This is an optimization exercise on Yosys and OpenROAD, whose aim is small area, not a production implementation. Power figures rest on the tool's default switching activity, not on a simulated workload.

Setup of the previous run:
Design kfs, start of the top module:
module kfs (
    input  wire         clk,
    input  wire         rst,           
    input  wire         in_valid,
    input  wire [15:0]  in_word,
    input  wire [5:0]   buf_addr,
    output reg  [3:0]   ev,
    output reg          st_ill,
    output wire [3:0]   fs_idx,
    output wire         frame_done,
    output wire         dpt_ok,
    output wire [4:0]   rd_d1,
    output wire [4:0]   rd_d2,
    output wire [4:0]   rd_d3,
    output wire         rd_dp,
    output wire         rd_ind,
    output wire [4:0]   dpt_len,
    output wire [159:0] dpt_out,
    output wire [1:0]   cv_st,
    output wire [6:0]   cv_len,
    output wire [7:0]   cv_sum,
    output wire         cv_hold,
    output wire         cv_trunc,
    output wire [7:0]   buf_rd,
    output wire [1:0]   sc_stat,
    output wire [3:0]   sc_olen,
    output wire [95:0]  sc_out
);
    localparam EV_NONE          = 4'd0;
    localparam EV_FRAME         = 4'd1;
    localparam EV_BAD_DATA      = 4'd2;
    localparam EV_BLOCK_OK      = 4'd3;
    localparam EV_BLOCK_DISCARD = 4'd4;
    localparam EV_SC_DONE       = 4'd5;
    localparam EV_SC_MISSING    = 4'd6;
    localparam EV_SC_BADTOK     = 4'd7;
    localparam EV_ILLEGAL       = 4'd8;
    wire [3:0] op  = in_word[15:12];
    wire       mbz = (in_word[11:8] == 4'd0);
    wire       lo0 = (in_word[7:0] == 8'd0);
    wire [7:0] b   = in_word[7:0];
  ...
For scale: about 1900 cells after synthesis, roughly 350 I/O pins, about 27000 sq um of cells after synthesis.
==> flow/config.mk <==
export PLATFORM = sky130hd
export DESIGN_NAME = kfs
export DESIGN_NICKNAME = kfs
export VERILOG_FILES = /design/flow/design.v
export SDC_FILE = /design/flow/constraint.sdc
export NUM_CORES = 4
export LEC_CHECK = 0
export CAP_MARGIN = 20
export CORE_MARGIN = 2
export CORE_UTILIZATION = 30
export CTS_BUF_LIST = sky130_fd_sc_hd__clkbuf_8 sky130_fd_sc_hd__clkbuf_16
export CTS_CLUSTER_DIAMETER = 100
export CTS_CLUSTER_SIZE = 30
export PLACE_DENSITY = 0.5
export SLEW_MARGIN = 20
export SYNTH_HIERARCHICAL = 1
==> flow/constraint.sdc <==
create_clock -name core_clock -period 20.0 [get_ports {clk}]
set_input_delay 4.0000 -clock core_clock [delete_from_list [all_inputs] [get_ports {clk}]]
set_output_delay 4.0000 -clock core_clock [all_outputs]
set_load 0.01 [all_outputs]
standard.sh (not shown) runs the stock make flow with config.mk's settings and CLKGATE_MAP_FILE= SYNTH_SCRIPT=/design/flow/synth_recipe.tcl, a recipe that flattens the netlist after the stock synthesis.
==> flow/flow/run.sh <==
#!/bin/bash
# Standard layout, with the smallest buffer on each input and output port
# in place of the default port buffer.
set -euo pipefail
export BUFFER_PORTS_ARGS="-buffer_cell sky130_fd_sc_hd__buf_1"
bash standard.sh > standard.log 2>&1
The following lists how the current run was set up differently from the previous run:
--- a/flow/design.v
+++ b/flow/design.v
@@ -112,29 +112,30 @@
     output reg  [4:2]  s2,
     output reg  [4:3]  s3,
     output reg         s4,
     output reg  [10:0] sdot,
     output reg  [3:0]  tlen
 );
     localparam K_V = 2'd0;
     localparam K_I = 2'd1;
     localparam K_P = 2'd2;
     localparam K_E = 2'd3;
+    wire [3:0] n     = sp - {3'd0, sg};
     wire       point = (fk == K_V) || (fk == K_I && fp);    
-    wire       few   = sg ? (sp < 4'd5) : (sp < 4'd4);
+    wire       few   = (n < 4'd4);
     wire       mA    = !point;                   
     wire       mB    = point && !few;            
     wire       mV    = point && few && (fk == K_V);    
     wire       mI    = point && few && (fk == K_I);    
     wire       isP   = (fk == K_P);
-    wire       n3    = sg ? (sp == 4'd4) : (sp == 4'd3);
-    wire       n2    = sg ? (sp == 4'd3) : (sp == 4'd2);
+    wire       n3    = (n == 4'd3);
+    wire       n2    = (n == 4'd2);
     wire [14:0] th;
     genvar g;
     assign th[0] = 1'b1;
     generate
         for (g = 0; g < 14; g = g + 1) begin : g_th
             assign th[g+1] = (sp > g);
         end
     endgenerate
     integer j;
     always @* begin
@@ -428,31 +429,30 @@
     localparam STAT_OK      = 2'd1;
     localparam STAT_MISSING = 2'd2;
     localparam STAT_BADTOK  = 2'd3;
     reg [43:0] slot;                 
     reg [3:0]  sp;                   
     reg        sg;                   
     reg        bad;
     reg [1:0]  sst;
     reg [1:0]  fk;                   
     reg        fp;
-    wire       n_zero   = (sp == {3'd0, sg});
-    wire       n_full   = sg ? (sp == 4'd11) : (sp == 4'd10);
+    wire [3:0] sn       = sp - {3'd0, sg};       
     wire       is_minus = (b == 8'h2D);
     wire       is_digit = (b[7:4] == 4'h3) && (b[3:0] <= 4'd9);
     wire fmt_bad     = bad || (sg && in_word[1:0] != K_I);
-    wire fmt_missing = !fmt_bad && n_zero;
+    wire fmt_missing = !fmt_bad && (sn == 4'd0);
     wire fmt_ok      = !fmt_bad && !fmt_missing;
     wire sc_ev_done    = do_sc_fmt && fmt_ok;
     wire sc_ev_missing = do_sc_fmt && fmt_missing;
     wire sc_ev_badtok  = do_sc_fmt && fmt_bad;
-    wire take = do_sc_push && ((is_minus && sp == 4'd0) || (is_digit && !n_full));
+    wire take = do_sc_push && ((is_minus && sp == 4'd0) || (is_digit && sn != 4'd10));
     integer j;
     always @(posedge clk) begin
         for (j = 0; j < 11; j = j + 1)
             if (take && sp == j)
                 slot[4*j +: 4] <= b[3:0];
     end
     always @(posedge clk) begin
         if (rst || do_sc_clr) begin
             sp  <= 4'd0;
             sg  <= 1'b0;
==> comparison <==
For the previous run and the current run, there was not a single run that failed to finish clean. Between the previous run and the current run, the die area figures differ only marginally. The current run ends up with a routed length on met2 that is about 6% higher than in the previous run. Changes observed in the current run relative to the previous run: post-synthesis to final-layout area growth picked up an extra 0.45 points; core occupancy in the finished layout neither gained nor lost much; cell leakage power lost 0.20 nW. The current run vs the previous run: sum of routed wire segments on met1 up. Between the previous run and the current run, the design area figures differ only marginally. Changes observed in the current run relative to the previous run: synthesized area now sits at about the same level, relative contribution of the clock network to total power picked up an extra 0.7 points. For the share of post-route cells with drive strength above 1, the current run came in 0.26 points higher than the previous run did.
No functional check of the RTL was part of any run of this note.

[what the ideal ports hide]
The results above use ideal ports. As a check the final layouts listed here were re-extracted and re-timed, cells and wires unchanged.
Step 1, drivers: a clkbuf_16 drives clk and a buf_2 each remaining input, both assumed.
Step 2, shift: input delay + t, output delay - t, t = (earliest + latest rising clock arrival at the registers) / 2. This alone moves slack from input paths to output paths.
Slacks: ideal / step 1 / step 2; pairs: ideal / step 1.
run | shift t [ns] | setup slack, ns | worst register clock-pin slew, ns
the previous run | 0.666 | 7.487 / 7.455 / 7.455 | 0.12 / 0.12
the current run | 0.659 | 7.379 / 7.346 / 7.346 | 0.12 / 0.12
After both steps every run listed still meets setup and hold. For the current run, which loses most, drivers alone change the setup slack by -0.033 ns; drivers and shift together by -0.033 ns.
